This design comes from an exercise in tuning for small area, a short achievable clock period and few clock cycles on the open sky130 flow, not from production work. The RTL was checked by simulation tests, not by an equivalence proof against the original design. No activity file was given, so power comes from the tool's default toggle rates.

==> design.v <==
module tpm_match (
    input  wire         clk,
    input  wire         rst,
    input  wire         start,
    input  wire         bitsonly,       
    input  wire         lenient,
    input  wire [15:0]  pos_in,
    input  wire [15:0]  trn_len,
    input  wire [15:0]  byte_off_in,
    input  wire [15:0]  dst_len,
    input  wire [31:0]  d_hdr_mark,
    input  wire [31:0]  d_hdr_space,
    input  wire [31:0]  d_bit_mark,
    input  wire [31:0]  d_one_space,
    input  wire [31:0]  d_zero_space,
    input  wire [31:0]  d_ftr_mark,
    input  wire [31:0]  d_ftr_space,
    input  wire [31:0]  d_nbits,
    input  wire [31:0]  d_cfg,
    input  wire [31:0]  d_excess,
    output wire         trn_re,
    output wire [13:0]  trn_addr,
    input  wire [31:0]  trn_rdata,
    input  wire         dst_we,
    input  wire [4:0]   dst_waddr,
    input  wire [7:0]   dst_wdata,
    output wire [255:0] dst,
    output reg          busy,
    output reg          done,
    output reg          err,
    output reg          match,
    output reg          partial,
    output reg  [7:0]   errpos,
    output reg  [15:0]  used,
    output reg  [15:0]  bits,
    output reg  [15:0]  pos_out,
    output reg  [15:0]  byte_off_out
);
    localparam PH_HM = 3'd0;    
    localparam PH_HS = 3'd1;    
    localparam PH_BM = 3'd2;    
    localparam PH_BS = 3'd3;    
    localparam PH_FM = 3'd4;    
    localparam PH_FS = 3'd5;    
    wire start_ok = start && !busy;
    reg  [3:0] nz_hm, nz_hs, nz_bm, nz_one, nz_zero, nz_fm, nz_fs, nz_nb, eq_oz, gt_oz;
    wire       one_gt = gt_oz[3] || (eq_oz[3] && (gt_oz[2] || (eq_oz[2] &&
                        (gt_oz[1] || (eq_oz[1] && gt_oz[0])))));
    reg        bitsonly_q;
    wire       hdr_en = !bitsonly_q && (nz_hm != 4'd0);
    wire       fm_en  = !bitsonly_q && (nz_fm != 4'd0);
    wire       fs_en  = !bitsonly_q && (nz_fs != 4'd0);
    reg        nb_nz;
    reg        ca_1, ca_10, ca_3, ca_5, ca_6, ca_7, ca_8, ca_9, ca_nbhi;
    reg  [5:0] ca_nb;
    reg  [15:0] trn_len_q, dst_len_q;
    reg  [3:0] chk_q;
    wire [5:0] room = dst_len_q[5:0] - byte_off_out[5:0];
    reg  [3:0] chk_b;
    always @(*) begin
        chk_b = 4'd0;
        if (ca_1)                                                  chk_b = 4'd1;
        else if (pos_out > trn_len_q || byte_off_out > dst_len_q)  chk_b = 4'd2;
        else if (ca_10)                                            chk_b = 4'd10;
        else if (ca_3)                                             chk_b = 4'd3;
        else if (ca_5)                                             chk_b = 4'd5;
        else if (ca_6)                                             chk_b = 4'd6;
        else if (ca_7)                                             chk_b = 4'd7;
        else if (ca_8)                                             chk_b = 4'd8;
        else if (ca_9)                                             chk_b = 4'd9;
        else if (ca_nbhi || ca_nb > room)                          chk_b = 4'd4;
    end
    reg         st1, st2, st3;     
    reg         run;           
    reg         sw2;           
    reg         iss;           
    reg  [2:0]  iph;           
    reg  [8:0]  ibleft;        
    reg  [13:0] iaddr;
    wire [2:0] iph_first = hdr_en ? PH_HM : nb_nz ? PH_BM : fm_en ? PH_FM : PH_FS;
    wire [2:0] iph_c     = st1 ? iph_first : iph;    
    reg  [2:0]  iph_nx;
    reg         i_last;
    always @(*) begin
        iph_nx = iph_c;
        i_last = 1'b0;
        if (sw2)
            i_last = (ibleft == 9'd1);
        else case (iph_c)
            PH_HM: iph_nx = PH_HS;
            PH_HS: begin
                if (nb_nz)      iph_nx = PH_BM;
                else if (fm_en) iph_nx = PH_FM;
                else if (fs_en) iph_nx = PH_FS;
                else            i_last = 1'b1;
            end
            PH_BM: iph_nx = PH_BS;
            PH_BS: begin
                if (ibleft != 9'd1) iph_nx = PH_BM;
                else if (fm_en)     iph_nx = PH_FM;
                else if (fs_en)     iph_nx = PH_FS;
                else                i_last = 1'b1;
            end
            PH_FM: begin
                if (fs_en) iph_nx = PH_FS;
                else       i_last = 1'b1;
            end
            default: i_last = 1'b1;
        endcase
    end
    assign trn_re   = iss;
    assign trn_addr = iaddr;
    reg        m_v, m_last;  reg [2:0] m_ph;
    reg        w_v, w_last;  reg [2:0] w_ph;
    reg        x_v, x_last;  reg [2:0] x_ph;  reg x_z0, x_z1;
    reg        f_v, f_last;  reg [2:0] f_ph;  reg f_z0, f_z1;
    reg [15:0] mrem;          
    reg  [31:0] e1;            
    reg  [7:0]  tol_q;
    reg  [31:0] x_q, z_q;
    reg  [32:0] zx_q;          
    reg  [31:0] e_m;
    reg  [32:0] ex_m;          
    reg  [32:0] ez_m;          
    reg  [31:0] v_m;           
    reg  [39:0] ts_m, tc_m;    
    reg  [39:0] t_w;           
    reg  [39:0] tz;            
    reg  [31:0] x_mp, x_mz;
    reg         x_inp, x_inz, x_cl, x_ge;
    reg         f_wp, f_wz, f_cl, f_ge;
    reg  [31:0] e_sel;
    always @(*) begin
        case (iph_c)
            PH_HM:   e_sel = d_hdr_mark;
            PH_HS:   e_sel = d_hdr_space;
            PH_BM:   e_sel = d_bit_mark;
            PH_BS:   e_sel = d_one_space;
            PH_FM:   e_sel = d_ftr_mark;
            default: e_sel = d_ftr_space;
        endcase
    end
    function [79:0] csa;    
        input [39:0] a, b, c;
        begin
            csa[39:0]  = a ^ b ^ c;
            csa[79:40] = {(a[38:0] & b[38:0]) | (a[38:0] & c[38:0]) | (b[38:0] & c[38:0]), 1'b0};
        end
    endfunction
    wire [39:0] pp0 = tol_q[0] ? {8'd0, e1}       : 40'd0;
    wire [39:0] pp1 = tol_q[1] ? {7'd0, e1, 1'd0} : 40'd0;
    wire [39:0] pp2 = tol_q[2] ? {6'd0, e1, 2'd0} : 40'd0;
    wire [39:0] pp3 = tol_q[3] ? {5'd0, e1, 3'd0} : 40'd0;
    wire [39:0] pp4 = tol_q[4] ? {4'd0, e1, 4'd0} : 40'd0;
    wire [39:0] pp5 = tol_q[5] ? {3'd0, e1, 5'd0} : 40'd0;
    wire [39:0] pp6 = tol_q[6] ? {2'd0, e1, 6'd0} : 40'd0;
    wire [39:0] pp7 = tol_q[7] ? {1'd0, e1, 7'd0} : 40'd0;
    wire [79:0] l1a = csa(pp0, pp1, pp2);
    wire [79:0] l1b = csa(pp3, pp4, pp5);
    wire [79:0] l2a = csa(l1a[39:0], l1a[79:40], l1b[39:0]);
    wire [79:0] l2b = csa(l1b[79:40], pp6, pp7);
    wire [79:0] l3  = csa(l2a[39:0], l2a[79:40], l2b[39:0]);
    wire [79:0] l4  = csa(l3[39:0], l3[79:40], l2b[79:40]);
    wire [39:0] cs_s = l4[39:0];
    wire [39:0] cs_c = l4[79:40];
    wire [32:0] dn_p = {1'b0, e_m} - {1'b0, v_m};
    wire [33:0] dp_p = {2'b0, v_m} - {1'b0, ex_m};
    wire [32:0] dn_z = {1'b0, z_q} - {1'b0, v_m};
    wire [33:0] dp_z = {2'b0, v_m} - {1'b0, zx_q};
    wire        le_p = !dn_p[32];
    wire        le_z = !dn_z[32];
    wire [31:0] w_mp = le_p ? dn_p[31:0] : dp_p[31:0];
    wire [31:0] w_mz = le_z ? dn_z[31:0] : dp_z[31:0];
    wire [34:0] dsum = {2'b0, ez_m} - {2'b0, v_m, 1'b0};
    wire        dsum_z = (dsum == 35'd0);
    wire        w_cl = one_gt ? (dsum[34] || dsum_z) : !dsum[34];
    function le25;
        input [31:0] m;
        input [37:0] tq;
        reg   [40:0] a, b, c, d, s1, c1, s2, c2, r;
        begin
            a  = {3'd0, tq};
            b  = ~{5'd0, m, 4'd0};
            c  = ~{6'd0, m, 3'd0};
            d  = ~{9'd0, m};
            s1 = a ^ b ^ c;
            c1 = {(a[39:0] & b[39:0]) | (a[39:0] & c[39:0]) | (b[39:0] & c[39:0]), 1'b0};
            s2 = s1 ^ c1 ^ d;
            c2 = {(s1[39:0] & c1[39:0]) | (s1[39:0] & d[39:0]) | (c1[39:0] & d[39:0]), 1'b0};
            r  = s2 + c2 + 41'd3;
            le25 = !r[40];
        end
    endfunction
    wire        x_wp = x_inp || le25(x_mp, t_w[39:2]);
    wire        x_wz = x_inz || le25(x_mz, tz[39:2]);
    reg  [255:0] dst_q;
    reg  [127:0] shadow;
    reg  [31:0]  touched;
    reg          lenient_q, msb_q, fatl_q;
    reg  [5:0]   wbyte;        
    reg  [8:0]   nb;           
    assign dst = dst_q;
    wire        hw_en = dst_we && !start && !busy;
    wire [3:0]  hw_lo = {4{hw_en}} & (4'd1 << dst_waddr[1:0]);
    wire [7:0]  hw_hi = 8'd1 << dst_waddr[4:2];
    wire [31:0] hw_sel = {{4{hw_hi[7]}} & hw_lo, {4{hw_hi[6]}} & hw_lo, {4{hw_hi[5]}} & hw_lo,
                          {4{hw_hi[4]}} & hw_lo, {4{hw_hi[3]}} & hw_lo, {4{hw_hi[2]}} & hw_lo,
                          {4{hw_hi[1]}} & hw_lo, {4{hw_hi[0]}} & hw_lo};
    wire [2:0] bpos = msb_q ? ~nb[2:0] : nb[2:0];
    reg fin, fin_match, fin_partial, bit_wr, cons1, cons2;
    always @(*) begin
        fin = 1'b0; fin_match = 1'b0; fin_partial = 1'b0;
        bit_wr = 1'b0; cons1 = 1'b0; cons2 = 1'b0;
        if (f_v && sw2) begin
            bit_wr = 1'b1;
            if (f_last) begin fin = 1'b1; fin_match = 1'b1; end
        end else if (f_v) begin
            case (f_ph)
                PH_HM, PH_HS: begin
                    if (f_z0 || !f_wp) fin = 1'b1;
                    else begin
                        cons1 = 1'b1;
                        if (f_last) begin fin = 1'b1; fin_match = 1'b1; end
                    end
                end
                PH_BM: begin
                    if (f_z1 || !f_wp) begin
                        fin = 1'b1;
                        fin_match = lenient_q && (nb[8:0] != 9'd0);
                        fin_partial = 1'b1;
                    end
                end
                PH_BS: begin
                    if (!(f_wp || f_wz)) begin
                        fin = 1'b1;
                        fin_match = lenient_q && (nb[8:0] != 9'd0);
                        fin_partial = 1'b1;
                    end else begin
                        bit_wr = 1'b1;
                        cons2 = 1'b1;
                        if (f_last) begin fin = 1'b1; fin_match = 1'b1; end
                    end
                end
                PH_FM: begin
                    if (f_z0 || !f_wp) begin
                        fin = 1'b1; fin_match = lenient_q; fin_partial = 1'b1;
                    end else begin
                        cons1 = 1'b1;
                        if (f_last) begin fin = 1'b1; fin_match = 1'b1; end
                    end
                end
                default: begin
                    fin = 1'b1;
                    if (f_z0) fin_match = 1'b1;
                    else if (f_wp || (fatl_q && f_ge)) begin
                        cons1 = 1'b1; fin_match = 1'b1;
                    end else begin
                        fin_match = lenient_q; fin_partial = 1'b1;
                    end
                end
            endcase
        end
    end
    wire bit_val = f_wp && (!f_wz || f_cl);
    wire chk_err = (chk_q != 4'd0);
    wire finish  = run && (chk_err ? f_v : fin);
    wire bit_we  = run && bit_wr && !chk_err;
    wire sh_we   = bit_we && (sw2 || nb[8:7] == 2'd0);    
    wire more    = nb[8] || (nb[7] && nb[6:0] != 7'd0);
    reg         cm;                
    reg         cm_match;
    integer i, j;
    always @(posedge clk) begin
        tol_q     <= d_cfg[7:0];
        nb_nz     <= (d_nbits[8:3] != 6'd0);    
        bitsonly_q <= bitsonly;
        for (i = 0; i < 4; i = i + 1) begin
            nz_hm[i]   <= (d_hdr_mark[i*8 +: 8]   != 8'd0);
            nz_hs[i]   <= (d_hdr_space[i*8 +: 8]  != 8'd0);
            nz_bm[i]   <= (d_bit_mark[i*8 +: 8]   != 8'd0);
            nz_one[i]  <= (d_one_space[i*8 +: 8]  != 8'd0);
            nz_zero[i] <= (d_zero_space[i*8 +: 8] != 8'd0);
            nz_fm[i]   <= (d_ftr_mark[i*8 +: 8]   != 8'd0);
            nz_fs[i]   <= (d_ftr_space[i*8 +: 8]  != 8'd0);
            nz_nb[i]   <= (d_nbits[i*8 +: 8]      != 8'd0);
            eq_oz[i]   <= (d_one_space[i*8 +: 8]  == d_zero_space[i*8 +: 8]);
            gt_oz[i]   <= (d_one_space[i*8 +: 8]  >  d_zero_space[i*8 +: 8]);
        end
        msb_q     <= d_cfg[8];
        fatl_q    <= d_cfg[9];
        x_q       <= d_excess;
        z_q       <= d_zero_space;
        trn_len_q <= trn_len;
        dst_len_q <= dst_len;
        zx_q      <= {1'b0, z_q} + {1'b0, x_q};
        e1        <= busy ? e_sel : d_zero_space;
        e_m       <= e1;
        ex_m      <= {1'b0, e1} + {1'b0, x_q};
        ez_m      <= {1'b0, e1} + {1'b0, z_q};
        v_m       <= trn_rdata;
        ts_m      <= cs_s;
        tc_m      <= cs_c;
        t_w       <= ts_m + tc_m;
        if (st3) tz <= t_w;
        x_mp      <= w_mp;
        x_mz      <= w_mz;
        x_inp     <= !le_p && dp_p[33];
        x_inz     <= !le_z && dp_z[33];
        x_cl      <= w_cl;
        x_ge      <= dn_p[32] || (dn_p == 33'd0);    
        f_wp      <= x_wp;
        f_wz      <= x_wz;
        f_cl      <= x_cl;
        f_ge      <= x_ge;
        ca_1    <= (trn_len_q[15] || (trn_len_q[14] && trn_len_q[13:0] != 14'd0)) ||
                   (dst_len_q[15:6] != 10'd0 || (dst_len_q[5] && dst_len_q[4:0] != 5'd0));
        ca_10   <= (d_cfg[15:10] != 6'd0) || (d_cfg[31:24] != 8'd0);
        ca_3    <= (d_nbits[2:0] != 3'd0);
        ca_5    <= (nz_nb != 4'd0) && (nz_bm == 4'd0 || nz_one == 4'd0 || nz_zero == 4'd0);
        ca_6    <= (nz_nb != 4'd0) && (eq_oz == 4'hf);
        ca_7    <= (nz_hm == 4'd0) != (nz_hs == 4'd0);
        ca_8    <= (nz_fs != 4'd0) && (nz_fm == 4'd0);
        ca_9    <= (bitsonly_q && nz_nb == 4'd0) ||
                   (nz_hm == 4'd0 && nz_nb == 4'd0 && nz_fm == 4'd0);
        ca_nbhi <= (d_nbits[31:9] != 23'd0);
        ca_nb   <= d_nbits[8:3];
        chk_q   <= chk_b;
        m_ph <= iph_c; m_last <= i_last;
        w_ph <= m_ph;  w_last <= m_last;
        x_ph <= w_ph;  x_last <= w_last;  x_z0 <= (mrem == 16'd0);  x_z1 <= (mrem <= 16'd1);
        f_ph <= x_ph;  f_last <= x_last;  f_z0 <= x_z0;  f_z1 <= x_z1;
        m_v  <= iss && !finish;
        w_v  <= m_v && !finish;
        x_v  <= w_v && !finish;
        f_v  <= x_v && !finish;
        st1  <= start_ok;
        st2  <= st1;
        st3  <= st2;
        if (st2)      mrem <= trn_len_q - pos_out;
        else if (w_v) mrem <= mrem - 16'd1;
        if (!busy) begin
            ibleft    <= d_nbits[8:0];
            iaddr     <= pos_in[13:0];
        end
        if (run) begin
            if (iss) begin
                iaddr <= iaddr + (sw2 ? 14'd2 : 14'd1);
                iph   <= iph_nx;
                if (iph_c == PH_BS) ibleft <= ibleft - 9'd1;
                if (i_last) iss <= 1'b0;
            end
            used <= used + {14'd0, cons2, cons1};
            if (bit_we) begin
                nb <= nb + 9'd1;
                if (nb[2:0] == 3'd7) wbyte <= wbyte + 6'd1;
            end
            if (sh_we) begin
                for (i = 0; i < 32; i = i + 1)
                    if (wbyte[4:0] == i) touched[i] <= 1'b1;
                for (i = 0; i < 16; i = i + 1)
                    if (wbyte[3:0] == i)
                        for (j = 0; j < 8; j = j + 1)
                            if (nb[2:0] == 3'd0 || bpos == j)
                                shadow[i*8 + j] <= (bpos == j) ? bit_val : 1'b0;
            end
            if (finish) begin
                run  <= 1'b0;
                iss  <= 1'b0;
                cm   <= 1'b1;
                m_v  <= 1'b0;
                w_v  <= 1'b0;
                x_v  <= 1'b0;
                f_v  <= 1'b0;
                cm_match <= !chk_err && fin_match;
                if (!sw2) begin
                    err      <= chk_err;
                    errpos   <= {4'd0, chk_q};
                    match    <= !chk_err && fin_match;
                    partial  <= !chk_err && fin_match && fin_partial;
                    if (chk_err || !fin_match)
                        used <= 16'd0;
                end
            end
        end
        if (cm) begin
            cm <= 1'b0;
            if (!sw2) pos_out <= pos_out + used;    
            if (cm_match && !sw2 && more) begin
                run     <= 1'b1;
                iss     <= 1'b1;
                sw2     <= 1'b1;
                iph     <= PH_BS;
                iaddr   <= pos_in[13:0] + (hdr_en ? 14'd259 : 14'd257);
                ibleft  <= nb[8:0] - 9'd128;
                nb    <= 9'd128;
                wbyte   <= byte_off_out[5:0] + 6'd16;
                touched <= 32'd0;
            end else begin
                busy <= 1'b0;
                done <= 1'b1;
                sw2  <= 1'b0;
                bits <= cm_match ? {7'd0, nb} : 16'd0;
                if (cm_match)
                    byte_off_out <= {10'd0, wbyte + {5'd0, nb[2:0] != 3'd0}};
            end
        end
        if (rst) begin
            run   <= 1'b0;
            iss   <= 1'b0;
            sw2   <= 1'b0;
            cm    <= 1'b0;
            busy  <= 1'b0;
            done  <= 1'b0;
        end else if (start_ok) begin
            run   <= 1'b1;
            iss   <= 1'b1;
            busy  <= 1'b1;
            done  <= 1'b0;
            m_v   <= 1'b0;
            w_v   <= 1'b0;
            x_v   <= 1'b0;
            f_v   <= 1'b0;
        end
        if (rst)
            dst_q <= 256'd0;
        else if (cm) begin
            if (cm_match)
                for (i = 0; i < 32; i = i + 1)
                    if (touched[i]) dst_q[i*8 +: 8] <= shadow[(i%16)*8 +: 8];
        end else begin
            for (i = 0; i < 32; i = i + 1)
                if (hw_sel[i]) dst_q[i*8 +: 8] <= dst_wdata;
        end
        if (st1) begin
            lenient_q    <= lenient;
            used         <= 16'd0;
            nb           <= 9'd0;
            pos_out      <= pos_in;
            byte_off_out <= byte_off_in;
            wbyte        <= byte_off_in[5:0];
            touched      <= 32'd0;
        end
    end
endmodule
==> flow/run.sh <==
#!/bin/bash
# The standard layout (the standard.sh, ORFS from synthesis to finish) with
# one change: the buffers ORFS puts on every input and output port are
# sky130_fd_sc_hd__buf_4 instead of its default pick, a delay buffer, so the
# port paths see less buffer delay.  Everything else is as standard.sh does it.
set -euo pipefail
export BUFFER_PORTS_ARGS="-buffer_cell sky130_fd_sc_hd__buf_4"
bash standard.sh > standard_sh.log 2>&1
==> standard.sh <==
#!/bin/bash
# synth_recipe.tcl (not shown) runs the flow's synth.tcl, then flattens the netlist and writes it again
# the make line also repeats each setting of config.mk as NAME=value (left out here)
make -C /OpenROAD-flow-scripts/flow DESIGN_CONFIG=/design/flow/config.mk WORK_HOME=/design/flow/orfs CLKGATE_MAP_FILE= SYNTH_SCRIPT=/design/flow/synth_recipe.tcl "${@:-finish}"
==> config.mk <==
export PLATFORM = sky130hd
export DESIGN_NAME = tpm_match
export DESIGN_NICKNAME = tpm_match
export VERILOG_FILES = /design/flow/design.v
export SDC_FILE = /design/flow/constraint.sdc
export NUM_CORES = 4
export LEC_CHECK = 0
export CAP_MARGIN = 60
export CORE_MARGIN = 2
export CORE_UTILIZATION = 65
export CTS_BUF_LIST = sky130_fd_sc_hd__clkbuf_8
export CTS_CLUSTER_DIAMETER = 50
export CTS_CLUSTER_SIZE = 20
export PLACE_DENSITY = 0.8
export SLEW_MARGIN = 60
==> constraint.sdc <==
create_clock -name core_clock -period 14.0 [get_ports {clk}]
set_input_delay 2.8000 -clock core_clock [delete_from_list [all_inputs] [get_ports {clk}]]
set_output_delay 2.8000 -clock core_clock [all_outputs]
set_load 0.01 [all_outputs]
==> run summary, run 1 <==
Cells after synthesis: 7280
Antenna viol nets, final: 0
Share of layout cells above drive strength 1: 15.39%
Routed len/inst: 24.71 um
Synthesized cell area: 66860 um^2
Area Growth Syn to Fin: 16.12%
Hpwl dp: 185500 um
Largest net degree at the start of global routing: 87
Clk_skew: 0.07368 ns
Static leakage: 0.03479 uW
Residual DRC count: 0
Final Max Tran Viols: 0
Die height: 324.7 um
Clk buf depth: 3
H-tree depth: 3
Clock Tree Root: clkbuf_8
Setup violators final: 0
Max cap viols: 0
Post-synthesis sequential area ratio: 38.03%
FMAX: 0.2109 GHz
CTS tree: yes
Antenna violations before repair: 45
Commonest non-fill, non-tap cells in the layout: dfxtp_1 (902), nor2_1 (856), buf_4 (816)
CTS buffer count: 116
GRT Util Overall: 43.17%
#FFs+latches synth: 1154
WP data arrival: 5.41 ns
Hold WS: 0.2809 ns
Unrepaired setup endpoints after global routing: false
Fin. Hold Viols: 0
Hold/Removal Path Class: reg2reg
Worst endpoint required time: 14.67 ns
Routability Congestion: 1.051
Setup TNS: 0 ns
# rows: 117
# hold bufs at CTS: 0
IO Port Bufs: 763
Postcts setup bufs: 0
Vias in the first global route: 58180
Die area: 105400 um^2
Vias per Instance: 6.242
First-pass GRT wire length: 345600 um
Nets: 9331
EDFF count, synth: 232
DR iter-0 viols: 7081
Num ports: 783
Leading register cell type out of synthesis: dfxtp_1
Tcrit/Tclk final: 33.86%
Measured slew at the worst slew-check pin: 0.6815 ns
Mapped Avg Cell Area: 9.184 um^2
Status: no timing/DRC/antenna violations
Relative slew slack: 54.42%
Fraction of registers with async set/reset: 0%
Clock Pin Slew Worst Setup and Hold Paths: 0.10 ns
DRT Pass-1 Iters: 7
Worst setup EP type: flop
Clock latency at the later pin of the worst-skew pair: 0.87 ns
Die X: 324.7 um
Yosys warning count: 1
WS Path Type: reg2reg
Initial Util: 65.62%
Detailed Route WL: 234900 um
Tmin final: 4.741 ns
Vias post-DR: 59340
Crit Path Max Fanout: 57
Core area: 101900 um^2
Cell variety after synth: 88
Commonest non-fill, non-tap cell in the layout: dfxtp_1
Post-CTS sizing: 0
Cell Pwr Density: 195.8 nW/um^2
Peak supply drop: 0.2685 mV
Final Util: 76.20%
Element type at the critical path start: flop
Grt ovf: 0
CTS sink cnt: 1154
==> stage by stage <==
stage          worst slack (ns)  std cells  area [um^2]  power [uW]
2_1_floorplan             9.403       7290        66900        9671
3_3_place_gp              8.398       9221        73840       11680
3_5_place_dp              9.040       9240        74500       12290
4_1_cts                   9.353       9461        77300       14960
5_1_grt                   9.034       9503        77630       16200
6_report                  9.259       9507        77640       15200
==> cell type report <==
type                    count  area (um^2)
multi-input cells        5240        38630
flip-flops and latches   1154        25470
fillers                  6995        24250
repair buffers            849         6531
inverters                 637         2391
well taps                1368         1712
clock buffers             121         1665
clock inverters           100         1140
diodes                     38        95.09
==> logic make-up after synthesis <==
kind of cell    after synthesis  share of synthesized area, %
fa+ha+maj                   898                         20.34
other cells                   1                      0.005609
simple gates               2259                         15.87
mux                          46                        0.7186
xor+xnor                    293                         3.838
buf+inv                     896                         5.116
flops                      1154                         38.03
compound gates             1733                         16.09
==> worst paths after layout <==
path                    to  slack, ns  depth (start not counted)  startpoint
setup / recovery  x_mz[17]       9.26                         13      z_q[1]
setup reg to reg  x_mz[17]       9.26                         13      z_q[1]
hold reg to reg    w_ph[0]       0.28                          0     m_ph[0]
hold / removal     w_ph[0]       0.28                          0     m_ph[0]
==> flip-flops by register name, indices dropped and copies added, names as in the netlist, 32 cells and up <==
| name | cells |
|---|---|
| dst_q | 256 |
| e1 | 32 |
| e_m | 32 |
| ex_m | 33 |
| ez_m | 33 |
| shadow | 128 |
| t_w | 38 |
| tc_m | 35 |
| touched | 32 |
| ts_m | 37 |
| tz | 38 |
| v_m | 32 |
| x_mp | 32 |
| x_mz | 32 |
| x_q | 32 |
| z_q | 32 |
| zx_q | 33 |
==> synthesized netlist by cell type, types with 94 or more instances <==
cell type | number | share of area, %
nor2_1 | 871 | 4.9
nand2_1 | 502 | 2.8
xnor2_1 | 178 | 2.3
clkbuf_1 | 227 | 1.3
edfxtp_1 | 232 | 10
dfxtp_1 | 922 | 28
ha_1 | 583 | 11
fa_1 | 315 | 9.4
xor2_1 | 115 | 1.5
nor3_1 | 94 | 0.70
a21o_1 | 107 | 1.2
a211oi_1 | 173 | 1.9
and2_1 | 234 | 2.2
nor4_1 | 99 | 0.93
inv_1 | 635 | 3.6
o21ai_0 | 348 | 2.6
a21oi_1 | 636 | 4.8
==> worst max-delay path, cell delays in order (launching register included) <==
cell	delay [ns]
dfxtp_1	0.58
inv_1	0.28
fa_1	0.50
nand2b_1	0.20
a21oi_1	0.31
o221ai_1	0.23
nand4_1	0.17
nand2_1	0.17
o31ai_1	0.42
a31oi_1	0.25
a211oi_2	0.43
o22ai_4	0.14
buf_6	0.24
o41ai_1	0.61
==> power by group <==
part | total, uW | switching (uW) | internal (uW)
Clock | 2490 | 1430 | 1060
Combinational | 8400 | 4880 | 3520
Sequential | 4310 | 367 | 3950
==> routing by layer <==
metal / track usage, % / vias to the layer above / wire, um
met3: 10.41 / 798 / 27440
met5: 0 / - / 104
met1: 55.00 / 28140 / 86530
met2: 65.62 / 3742 / 102600
li1: - / 26640 / -
met4: 28.54 / 14 / 18310
Testbench counts, summed over its fixed seeds: cycles 26,880.
==> run 2, diff against run 1 <==
--- a/design.v
+++ b/design.v
@@ -167,8 +167,23 @@
     wire [33:0] dp_p = {2'b0, v_m} - {1'b0, ex_m};
     wire [32:0] dn_z = {1'b0, z_q} - {1'b0, v_m};
     wire [33:0] dp_z = {2'b0, v_m} - {1'b0, zx_q};
-    wire        le_p = !dn_p[32];
-    wire        le_z = !dn_z[32];
+    function ge32;
+        input [31:0] a, b;
+        reg   [31:0] g, p;
+        integer k, d;
+        begin
+            g = a & ~b;                
+            p = a | ~b;                
+            for (d = 1; d < 32; d = d * 2)
+                for (k = 31; k >= d; k = k - 1) begin
+                    g[k] = g[k] | (p[k] & g[k-d]);
+                    p[k] = p[k] & p[k-d];
+                end
+            ge32 = g[31] | p[31];      
+        end
+    endfunction
+    wire        le_p = ge32(e_m, v_m);
+    wire        le_z = ge32(z_q, v_m);
     wire [31:0] w_mp = le_p ? dn_p[31:0] : dp_p[31:0];
     wire [31:0] w_mz = le_z ? dn_z[31:0] : dp_z[31:0];
     wire [34:0] dsum = {2'b0, ez_m} - {2'b0, v_m, 1'b0};
@@ -293,7 +308,7 @@
         trn_len_q <= trn_len;
         dst_len_q <= dst_len;
         zx_q      <= {1'b0, z_q} + {1'b0, x_q};
-        e1        <= busy ? e_sel : d_zero_space;
+        e1        <= run ? e_sel : d_zero_space;
         e_m       <= e1;
         ex_m      <= {1'b0, e1} + {1'b0, x_q};
         ez_m      <= {1'b0, e1} + {1'b0, z_q};
@@ -338,7 +353,7 @@
         st3  <= st2;
         if (st2)      mrem <= trn_len_q - pos_out;
         else if (w_v) mrem <= mrem - 16'd1;
-        if (!busy) begin
+        if (!run) begin
             ibleft    <= d_nbits[8:0];
             iaddr     <= pos_in[13:0];
         end
==> run summary, run 2 <==
Unrepaired setup endpoints after global routing: false (unchanged)
Area contributors post-synth: dfxtp_1 (27%), ha_1 (12%), edfxtp_1 (10%), fa_1 (9.2%), nor2_1 (5.0%) (was dfxtp_1 (28%), ha_1 (11%), edfxtp_1 (10%), fa_1 (9.4%), nor2_1 (4.9%))
Nets: 9677 (was 9331)
Clk buf depth: 3 (unchanged)
H-tree depth: 3 (unchanged)
Mapped Avg Cell Area: 9.085 um^2 (was 9.184 um^2)
Num ports: 783 (unchanged)
Synth area leader: dfxtp_1 (unchanged)
Tcrit/Tclk final: 34.58% (was 33.86%)
Core area: 105000 um^2 (was 101900 um^2)
Relative slew slack: 53.94% (was 54.42%)
CTS tree: yes (unchanged)
Yosys warning count: 1 (unchanged)
Clock Tree Root: clkbuf_8 (unchanged)
Measured slew at the worst slew-check pin: 0.6846 ns (was 0.6815 ns)
IO Port Bufs: 763 (unchanged)
Cells after synthesis: 7554 (was 7280)
Setup TNS: 0 ns (unchanged)
Most flop-heavy register: dst_q (unchanged)
Die X: 328.9 um (was 324.7 um)
Placed insts: 9554 (was 9240)
Clock Pin Slew Worst Setup and Hold Paths: 0.10 ns (about the same)
Cell variety after synth: 100 (was 88)
Routed len/inst: 25.07 um (was 24.71 um)
Setup violators final: 0 (unchanged)
CTS buffer count: 109 (was 116)
Vias in the first global route: 60260 (was 58180)
Leading register cell type out of synthesis: dfxtp_1 (unchanged)
First-pass GRT wire length: 357800 um (was 345600 um)
Initial Util: 65.38% (was 65.62%)
# hold bufs at CTS: 0 (unchanged)
Hpwl dp: 192600 um (was 185500 um)
Vias per Instance: 6.276 (was 6.242)
Area post-placement: 76410 um^2 (was 74500 um^2)
WP data arrival: 5.56 ns (was 5.41 ns)
Most frequent cell after synthesis: nor2_1 (was dfxtp_1)
Fraction of registers with async set/reset: 0% (unchanged)
CTS sink cnt: 1154 (unchanged)
DR iter-0 viols: 7449 (was 7081)
Element type at the critical path start: flop (unchanged)
Worst setup EP type: flop (unchanged)
# rows: 119 (was 117)
FMAX: 0.2065 GHz (was 0.2109 GHz)
WS Path Type: reg2reg (unchanged)
Final Max Tran Viols: 0 (unchanged)
Max reg flops: 256 (unchanged)
Grt ovf: 0 (unchanged)
Static leakage: 0.03599 uW (was 0.03479 uW)
Detailed Route WL: 245800 um (was 234900 um)
#FFs+latches synth: 1154 (unchanged)
Final instance area: 79480 um^2 (was 77640 um^2)
Status: no timing/DRC/antenna violations (unchanged)
Vias post-DR: 61540 (was 59340)
Synthesized cell area: 68630 um^2 (was 66860 um^2)
Commonest non-fill, non-tap cells in the layout: nor2_1 (908), dfxtp_1 (906), buf_4 (818) (was dfxtp_1 (902), nor2_1 (856), buf_4 (816))
Cell Pwr Density: 193.9 nW/um^2 (was 195.8 nW/um^2)
Postcts setup bufs: 0 (unchanged)
Max cap viols: 0 (unchanged)
Antenna viol nets, final: 0 (unchanged)
Synth cell count leaders: nor2_1 (923), dfxtp_1 (922), inv_1 (723) (was dfxtp_1 (922), nor2_1 (871), a21oi_1 (636))
Peak supply drop: 0.3659 mV (was 0.2685 mV)
Die height: 328.9 um (was 324.7 um)
Clk_skew: 0.06511 ns (was 0.07368 ns)
Die area: 108200 um^2 (was 105400 um^2)
Top Registers: dst_q: 256 flops, shadow: 128 flops (unchanged)
Final Util: 75.71% (was 76.20%)
Hold/Removal Path Class: reg2reg (unchanged)
GRT Util Overall: 43.90% (was 43.17%)
EDFF count, synth: 232 (unchanged)
Post-CTS sizing: 0 (unchanged)
Share of layout cells above drive strength 1: 14.70% (was 15.39%)
DRT Pass-1 Iters: 11 (was 7)
Residual DRC count: 0 (unchanged)
DP Worst Slack: 8.997 ns (was 9.040 ns)
Post-route setup slack: 9.158 ns (was 9.259 ns)
Crit Path Max Fanout: 7 (was 57)
Area Growth Syn to Fin: 15.81% (was 16.12%)
Routability Congestion: 1.049 (was 1.051)
Tmin final: 4.842 ns (was 4.741 ns)
Post-Layout Cell Count: 9805 (was 9507)
Antenna violations before repair: 50 (was 45)
Fin. Hold Viols: 0 (unchanged)
Synth top area share: 26.90% (was 27.61%)
Post-synthesis sequential area ratio: 37.05% (was 38.03%)
Commonest non-fill, non-tap cell in the layout: nor2_1 (was dfxtp_1)
Clock latency at the later pin of the worst-skew pair: 0.91 ns (was 0.87 ns)
Worst endpoint required time: 14.72 ns (was 14.67 ns)
R2r setup slk: 9.16 ns (was 9.26 ns)
Largest net degree at the start of global routing: 87 (unchanged)
==> run 2: metal layers <==
layer	up-vias	track usage [%]	share of wire (%)
met3	862	10.64	12
met1	29250	54.67	36
li1	27480	-	-
met5	-	0	0.041
met4	16	27.77	7.7
met2	3928	68.66	44
==> run 2: cells by family (layout without fill, tap and decap cells) <==
group           count (synthesis)  count (layout)  share of synthesized area, %
flops                        1154            1154                         37.05
other cells                     1              50                      0.005464
buf+inv                       977            1788                         5.406
fa+ha+maj                     963             963                         21.00
compound gates               1753            1753                         16.04
mux                            41              41                        0.6163
simple gates                 2370            2370                         16.12
xor+xnor                      295             295                         3.765
==> run 2: metrics by stage <==
step           hold slack, ns  power, uW
2_1_floorplan          0.3096       9700
3_3_place_gp           0.3098      11690
3_5_place_dp           0.3121      12510
4_1_cts                0.3203      15170
5_1_grt                0.3279      16400
6_report               0.3202      15410
==> run 2: layout make-up <==
class / instances / area, um^2
antenna: 39 / 97.59
clock buffer: 114 / 1569
clock inverter: 93 / 1191
fill: 7064 / 25490
inverter: 726 / 2725
multi-input combinational: 5433 / 40120
sequential: 1154 / 25460
tap: 1391 / 1740
timing repair buffer: 855 / 6569
==> run 2: worst paths after layout <==
| kind | startpoint | cells past startpoint | end |
|---|---|---|---|
| max | v_m[1] | 13 | x_cl |
| min | x_ge | 0 | f_ge |
| max reg2reg | v_m[1] | 13 | x_cl |
| min reg2reg | x_ge | 0 | f_ge |
==> run 2: power by group <==
group | total [uW] | leakage (uW) | switching (uW) | internal, uW
Sequential | 4330 | 0.00965 | 381 | 3950
Clock | 2470 | 0.00137 | 1430 | 1040
Combinational | 8610 | 0.0250 | 5090 | 3520
==> run 2: critical path, stage by stage (launching register included) <==
cell and delay (ns):
dfxtp_1 0.64, inv_1 0.35, ha_1 0.36, nor2b_1 0.14
o2111ai_1 0.34, nand4_1 0.34, a21oi_4 0.29, o21bai_1 0.14
a2111o_1 0.45, a2111oi_2 0.34, nor4b_2 0.31, nand4_1 0.12
or4_1 0.45, o31ai_1 0.44
Testbench counts of run 2, summed over its fixed seeds: cycles 26,880.
==> run 3, diff against run 2 <==
--- a/config.mk
+++ b/config.mk
@@ -9,7 +9,5 @@
 export CORE_MARGIN = 2
 export CORE_UTILIZATION = 65
 export CTS_BUF_LIST = sky130_fd_sc_hd__clkbuf_8
-export CTS_CLUSTER_DIAMETER = 50
-export CTS_CLUSTER_SIZE = 20
 export PLACE_DENSITY = 0.8
 export SLEW_MARGIN = 60
==> run summary, run 3 <==
Most frequent cell after synthesis: nor2_1 (unchanged)
CP bufs+invs: 1 (unchanged)
H-tree depth: 4 (was 3)
Vias post-DR: 63080 (was 61540)
Hold Path End: f_cl (was f_ge)
IO Port Bufs: 763 (unchanged)
Reg-to-reg endpoint: x_cl (unchanged)
Detailed Route WL: 254500 um (was 245800 um)
Setup TNS: 0 ns (unchanged)
Final instance area: 80700 um^2 (was 79480 um^2)
Status: no timing/DRC/antenna violations (unchanged)
Largest net degree at the start of global routing: 87 (unchanged)
Relative slew slack: 51.59% (was 53.94%)
GRT Util Overall: 45.26% (was 43.90%)
Antenna violations before repair: 49 (was 50)
Area contributors post-synth: dfxtp_1 (27%), ha_1 (12%), edfxtp_1 (10%), fa_1 (9.2%), nor2_1 (5.0%) (unchanged)
Nets: 9756 (was 9677)
Worst Hold Path Cells: 0 (unchanged)
Reg2Reg Depth: 13 (unchanged)
Clk buf depth: 3 (unchanged)
Element type at the critical path start: flop (unchanged)
Measured slew at the worst slew-check pin: 0.7254 ns (was 0.6846 ns)
Vias in the first global route: 62000 (was 60260)
Unrepaired setup endpoints after global routing: false (unchanged)
Critical path's slowest cell: dfxtp_1 (unchanged)
DR iter-0 viols: 8114 (was 7449)
Tcrit/Tclk final: 34.67% (was 34.58%)
Top Registers: dst_q: 256 flops, shadow: 128 flops (unchanged)
FMAX: 0.2060 GHz (was 0.2065 GHz)
Setup violators final: 0 (unchanged)
GR Layer Usage met3: 12.25% (was 10.64%)
Crit path cell chain: inv_1, ha_1, nor2b_1, o2111ai_1, nand4_1, a21oi_4, o21bai_1, a2111o_1, a2111oi_2, nor4b_2, nand4_1, or4_1, o31ai_1 (unchanged)
Area post-placement: 76410 um^2 (unchanged)
Residual DRC count: 0 (unchanged)
Post-synthesis sequential area ratio: 37.05% (unchanged)
Synthesized cell area: 68630 um^2 (unchanged)
Worst endpoint required time: 14.77 ns (was 14.72 ns)
# hold bufs at CTS: 0 (unchanged)
Die area: 108200 um^2 (unchanged)
Tmin final: 4.854 ns (was 4.842 ns)
Final Max Tran Viols: 0 (unchanged)
Antenna viol nets, final: 0 (unchanged)
Die height: 328.9 um (unchanged)
Clock Tree Root: clkbuf_8 (unchanged)
Leading register cell type out of synthesis: dfxtp_1 (unchanged)
CTS buffer count: 187 (was 109)
Mapped Avg Cell Area: 9.085 um^2 (unchanged)
EDFF count, synth: 232 (unchanged)
# rows: 119 (unchanged)
Routability Congestion: 1.049 (unchanged)
DRT Pass-1 Iters: 7 (was 11)
Routed len/inst: 25.60 um (was 25.07 um)
Synth area leader: dfxtp_1 (unchanged)
Static leakage: 0.03691 uW (was 0.03599 uW)
R2R Path Start: v_m[1] (unchanged)
Crit Path Max Fanout: 7 (unchanged)
Hold/Removal Path Class: reg2reg (unchanged)
Hpwl dp: 192600 um (unchanged)
Fin. Hold Viols: 0 (unchanged)
Fillers: 6756 (was 7064)
Die X: 328.9 um (unchanged)
Cell Pwr Density: 202.4 nW/um^2 (was 193.9 nW/um^2)
Yosys warning count: 1 (unchanged)
Share of layout cells above drive strength 1: 15.36% (was 14.70%)
Commonest non-fill, non-tap cell in the layout: nor2_1 (unchanged)
#FFs+latches synth: 1154 (unchanged)
Gr busiest metal: met2 (unchanged)
R2r setup slk: 9.15 ns (was 9.16 ns)
Clk_skew: 0.03798 ns (was 0.06511 ns)
Final Util: 76.88% (was 75.71%)
Commonest non-fill, non-tap cells in the layout: nor2_1 (908), dfxtp_1 (906), buf_4 (818) (unchanged)
CTS tree: yes (unchanged)
Worst path top cell family by delay: compound AO/OA/AOI/OAI gates (unchanged)
WS Path Type: reg2reg (unchanged)
Core area: 105000 um^2 (unchanged)
Cell variety after synth: 100 (unchanged)
First-pass GRT wire length: 368100 um (was 357800 um)
Grt ovf: 0 (unchanged)
Fraction of registers with async set/reset: 0% (unchanged)
Clock latency at the later pin of the worst-skew pair: 0.92 ns (was 0.91 ns)
Post-CTS sizing: 0 (unchanged)
Worst setup EP type: flop (unchanged)
Synth cell count leaders: nor2_1 (923), dfxtp_1 (922), inv_1 (723) (unchanged)
GR Util met1: 55.30% (was 54.67%)
Most flop-heavy register: dst_q (unchanged)
Worst hold start: x_cl (was x_ge)
Max incr delay on CP: 0.63 ns (was 0.64 ns)
Worst path most repeated cell: nand4_1 (unchanged)
Peak supply drop: 0.4019 mV (was 0.3659 mV)
Met2 usage: 70.49% (was 68.66%)
WP data arrival: 5.62 ns (was 5.56 ns)
CTS sink cnt: 1154 (unchanged)
Vias per Instance: 6.344 (was 6.276)
Initial Util: 65.38% (unchanged)
Max cap viols: 0 (unchanged)
Max reg flops: 256 (unchanged)
Area Growth Syn to Fin: 17.60% (was 15.81%)
Num ports: 783 (unchanged)
Cells after synthesis: 7554 (unchanged)
Postcts setup bufs: 0 (unchanged)
Clock Pin Slew Worst Setup and Hold Paths: 0.06 ns (was 0.10 ns)
Synth top area share: 26.90% (unchanged)
[run 3: layer usage]
| metal | vias to the layer above | wire length (um) |
|---|---|---|
| met3 | 1024 | 30650 |
| met4 | 14 | 20180 |
| met1 | 29860 | 91220 |
| met2 | 4520 | 112400 |
| met5 | - | 84 |
| li1 | 27660 | - |
[run 3: layout make-up]
type                    instances  area, um^2  share of cell area [%]
inverters                     726        2725                   3.377
well taps                    1391        1740                   2.157
repair buffers                856        6576                   8.149
diodes                         36       90.09                  0.1116
multi-input cells            5433       40110                   49.71
clock inverters               133        1036                   1.284
flip-flops and latches       1154       25460                   31.55
clock buffers                 215        2959                   3.667
[run 3: report_power, final]
part	internal [uW]	switching [uW]
registers	3950	388
clock network	1670	1480
logic	3580	5260
total	9210	7130
[run 3: how the worst max path moves through the flow]
| stage | start | end | slack (ns) | depth (start not counted) |
|---|---|---|---|---|
| 2_1_floorplan | start | dst_q[102] | 9.40 | 6 |
| 3_3_place_gp | start | dst_q[2] | 8.33 | 6 |
| 3_5_place_dp | start | dst_q[32] | 9.00 | 7 |
| 4_1_cts | v_m[1] | x_cl | 9.23 | 13 |
| 5_1_grt | v_m[1] | x_cl | 8.97 | 13 |
| 6_report | v_m[1] | x_cl | 9.15 | 13 |
[run 3: stage by stage]
step                std cells  power, uW  setup WS [ns]  hold slack [ns]
floorplan                7564       9700          9.403           0.3096
global placement         9530      11690          8.333           0.3098
detailed placement       9554      12510          8.997           0.3121
CTS                      9902      16000          9.234           0.3244
global route             9937      17250          8.973           0.3342
finish                   9944      16340          9.146           0.3200
[run 3: logic make-up (layout without fill, tap and decap cells)]
| group | count (synthesis) | count (layout) | synth area share (%) |
|---|---|---|---|
| AND/OR/NAND/NOR | 2370 | 2370 | 16.12 |
| AO/OA/AOI/OAI | 1753 | 1753 | 16.04 |
| flip-flops | 1154 | 1154 | 37.05 |
| buffers and inverters | 977 | 1930 | 5.406 |
| adder cells (fa/ha/maj) | 963 | 963 | 21.00 |
| XOR/XNOR | 295 | 295 | 3.765 |
| multiplexers | 41 | 41 | 0.6163 |
| other | 1 | 47 | 0.005464 |
[run 3: worst register-to-register path: cells and delay by family, from the launching register on]
kind | cells | cell delay [ns]
AO/OA/AOI/OAI | 6 | 2.02
AND/OR/NAND/NOR | 5 | 1.36
adder cells (fa/ha/maj) | 1 | 0.36
flip-flops | 1 | 0.63
buffers and inverters | 1 | 0.36

==> separate check: timing with driven ports <==
The flow's constraints put no driver on any port. The routed layouts listed below were extracted and timed again, unchanged, in two steps. Step 1 assumes that a clkbuf_16 drives the clock port and a buf_2 every other input. Step 2 also shifts input and output timing later by t, the mid clock arrival at the registers, as if the neighbouring blocks saw the same clock. Three values: ideal, step 1, step 2; two values: the first two.
run | shift t [ns] | slack for setup (ns) | latest minus earliest clock arrival (ns) | worst register clock-pin slew, ns
run 1 | 0.912 | 9.259 / 9.259 / 9.121 | 0.079 / 0.079 | 0.12 / 0.12
run 2 | 0.952 | 9.158 / 9.158 / 9.037 | 0.098 / 0.098 | 0.12 / 0.12
run 3 | 0.988 | 9.146 / 9.146 / 8.923 | 0.042 / 0.042 | 0.07 / 0.07
After both steps setup and hold are still met in every run listed. For run 3, which loses most, drivers alone change the setup slack by 0.000 ns; drivers and shift together by -0.223 ns.
